This is an optimization exercise on Yosys and OpenROAD, whose aim is small area, a short achievable clock period and few clock cycles per item, not a production implementation.
Only simulation tests tie the RTL to the original design; equivalence was not proved.

==> flow/design.v (excerpt) <==
module bsm_xfade (
    input  wire        clk,
    input  wire        rst,
    input  wire        cmd_valid,
    output wire        cmd_ready,
    input  wire [11:0] cmd_len,
    input  wire        in_valid,
    output wire        in_ready,
    input  wire [15:0] in_dst,
    input  wire [15:0] in_src,
    output wire        out_valid,
    input  wire        out_ready,
    output wire [15:0] out_data
);
==> flow/config.mk <==
export PLATFORM = sky130hd
export DESIGN_NAME = bsm_xfade
export DESIGN_NICKNAME = bsm_xfade
export VERILOG_FILES = /design/flow/design.v
export SDC_FILE = /design/flow/constraint.sdc
export NUM_CORES = 4
export LEC_CHECK = 0
export ABC_CLOCK_PERIOD_IN_PS = 5000
export CAP_MARGIN = 20
export CORE_MARGIN = 2
export CORE_UTILIZATION = 40
export PLACE_DENSITY = 0.6
export SETUP_SLACK_MARGIN = 5
export SLEW_MARGIN = 20
==> flow/constraint.sdc <==
create_clock -name core_clock -period 10.0 [get_ports {clk}]
set_input_delay 2.0000 -clock core_clock [delete_from_list [all_inputs] [get_ports {clk}]]
set_output_delay 2.0000 -clock core_clock [all_outputs]
set_load 0.01 [all_outputs]
run.sh (not shown) runs the stock make flow with config.mk's settings and CLKGATE_MAP_FILE= SYNTH_SCRIPT=/design/flow/synth_recipe.tcl, a recipe that flattens the netlist after the stock synthesis.
The first run finished clean.
Testbench counts at the start, summed over its fixed seeds: cycles 41,401, items 38,279.
==> next run, changes <==
--- a/flow/config.mk
+++ b/flow/config.mk
@@ -8 +8 @@
-export ABC_CLOCK_PERIOD_IN_PS = 5000
+export ABC_AREA = 1
Result: Synthesized cell count is higher by a quarter to a third; final area is higher by a few percent; die area is higher by a little under a tenth; area after synthesis is higher by a little under a tenth; non-clock buffer count is lower by 65; global-route usage is higher by 1.9 points; via count is higher by about a fifth; setup slack improved by 0.31 ns; sequential share of layout area is lower by 0.69 points; final cell count is higher by a quarter to a third; sequential cell count is unchanged.
==> next run, changes <==
--- a/flow/config.mk
+++ b/flow/config.mk
@@ -8 +8 @@
-export ABC_AREA = 1
+export ABC_CLOCK_PERIOD_IN_PS = 3500
Effect: The changed run produced a clean layout. Maximum frequency went down by 6.0%. Area after synthesis went down by 7.0%. Worst hold slack loses 0.011 ns. Synthesized cell count went down by 23%. Routed wire length went down by about 13%. Critical path depth went up by 2. Count of clock-buffer cells in the layout went down by 13. Sequential cell count does not change. Setup slack loses 0.31 ns.

== try-harbor ==
bsm_xfade, a different RTL version from the one above (not shown whole).
For scale: roughly 2300 cells after synthesis, roughly 200 flip-flops, about 22000 sq um of cells after synthesis.
clock: 10.0 ns
lec_check: 0
cap_margin: 5
core_margin: 2
core_utilization: 40
place_density: 0.6
setup_slack_margin: 5
slew_margin: 5
Testbench counts of try-harbor, summed over its fixed seeds: cycles 40,550, items 38,279.
Input changes introduced in try-onyx (baseline for comparison: try-harbor):
Settings: changing CORE_UTILIZATION from 40 to 60; changing PLACE_DENSITY from 0.6 to 0.7.
[summary]
Against try-harbor, the final cell area of try-onyx is lower. try-onyx vs try-harbor, portion of the layout cell area used by non-clock buffers went down by 0.16 points. On final wirelength, try-onyx does better than try-harbor.
diff inputs: try-onyx => try-xenon
Settings: changing PLACE_DENSITY from 0.7 to 0.6; changing CORE_UTILIZATION from 60 to 40.
==> flow/flow/run.sh (new file) <==
#!/bin/bash
# The standard layout (the standard.sh: standard synthesis and ORFS
# from floorplan to finish), with the ports buffered by the smallest
# buffer instead of the delay buffer buffer_ports picks by default.
set -euo pipefail
export BUFFER_PORTS_ARGS="-buffer_cell sky130_fd_sc_hd__buf_1"
bash standard.sh > standard.log 2>&1
==> flow/standard.sh (new file) <==
#!/bin/bash
# synth_recipe.tcl (not shown) runs the flow's synth.tcl, then flattens the netlist and writes it again
# the make line also repeats each setting of config.mk as NAME=value (left out here)
make -C /OpenROAD-flow-scripts/flow DESIGN_CONFIG=/design/flow/config.mk WORK_HOME=/design/flow/orfs CLKGATE_MAP_FILE= SYNTH_SCRIPT=/design/flow/synth_recipe.tcl "${@:-finish}"
removed: flow/run.sh
Findings:
Row final design area excluding fillers: try-xenon higher / try-onyx lower. Taking try-onyx as the reference point, the maximum cell stage delay along the critical path of try-xenon rises by 0.12 ns. Compared to try-onyx, try-xenon leaves more free space in the core. In try-xenon, the global-route wire length before repair came out 3.0% above the value in try-onyx. Relative to try-onyx, the data required time of the critical path of try-xenon is higher by 2.24 ns. Routed wire length on try-xenon is behind try-onyx.

Another version of the RTL of bsm_xfade (not shown whole).
Size in the first run: about 2,300 cells after synthesis, ~200 flip-flops, roughly 22,000 um2 of cells after synthesis.
==> flow/config.mk <==
export PLATFORM = sky130hd
export DESIGN_NAME = bsm_xfade
export DESIGN_NICKNAME = bsm_xfade
export VERILOG_FILES = /design/flow/design.v
export SDC_FILE = /design/flow/constraint.sdc
export NUM_CORES = 4
export LEC_CHECK = 0
export CAP_MARGIN = 5
export CORE_MARGIN = 2
export CORE_UTILIZATION = 60
export PLACE_DENSITY = 0.7
export SETUP_SLACK_MARGIN = 5
export SLEW_MARGIN = 5
==> flow/constraint.sdc <==
create_clock -name core_clock -period 10.0 [get_ports {clk}]
set_input_delay 2.0000 -clock core_clock [delete_from_list [all_inputs] [get_ports {clk}]]
set_output_delay 2.0000 -clock core_clock [all_outputs]
set_load 0.01 [all_outputs]
Stock flow here: none of the scripts above is used.
Testbench counts at the start, summed over its fixed seeds: cycles 40,550, items 38,279.
Edit:
Settings changed: CAP_MARGIN 5 to 0, CORE_UTILIZATION 60 to 40, PLACE_DENSITY 0.7 to 0.6, SLEW_MARGIN 5 to 0.
Via count went down by 1.4%.
Synthesized area stays the same.
Routed wire length increases by 2.7%.
Setup slack is better by 69 ps.
Fmax increases by 1.4%.

-- what the ideal ports hide --
The flow's constraints put no driver on any port. The routed layouts listed below were extracted and timed again, unchanged, in two steps.
Step 1 (the two cells are an assumption about what drives the block):
set clk [get_ports {clk}]
set_driving_cell -lib_cell sky130_fd_sc_hd__clkbuf_16 $clk
set_driving_cell -lib_cell sky130_fd_sc_hd__buf_2 [delete_from_list [all_inputs] $clk]
Step 2, shift: input delay + t, output delay - t, t = (earliest + latest rising clock arrival at the registers) / 2. This alone moves slack from input paths to output paths.
Three values: ideal, step 1, step 2; two values: the first two.
run	shift t [ns]	setup slack, ns	worst setup path at the end
the first run of note 1	0.607	4.897 / 4.897 / 4.797	input to register
the second run of note 1	0.617	5.206 / 5.206 / 5.043	input to register
the third run of note 1	0.607	4.897 / 4.897 / 4.797	input to register
try-harbor	0.550	5.072 / 5.045 / 4.636	input to register
try-onyx	0.523	5.070 / 5.046 / 4.637	input to register
try-xenon	0.553	5.102 / 5.102 / 4.672	input to register
the first run of note 3	0.514	5.070 / 5.070 / 4.736	input to register
the second run of note 3	0.545	5.139 / 5.117 / 4.675	input to register
After both steps setup and hold are still met in every run listed. The setup slack of the second run of note 3, which loses most, moves by -0.022 ns with the drivers and by -0.464 ns with both steps.
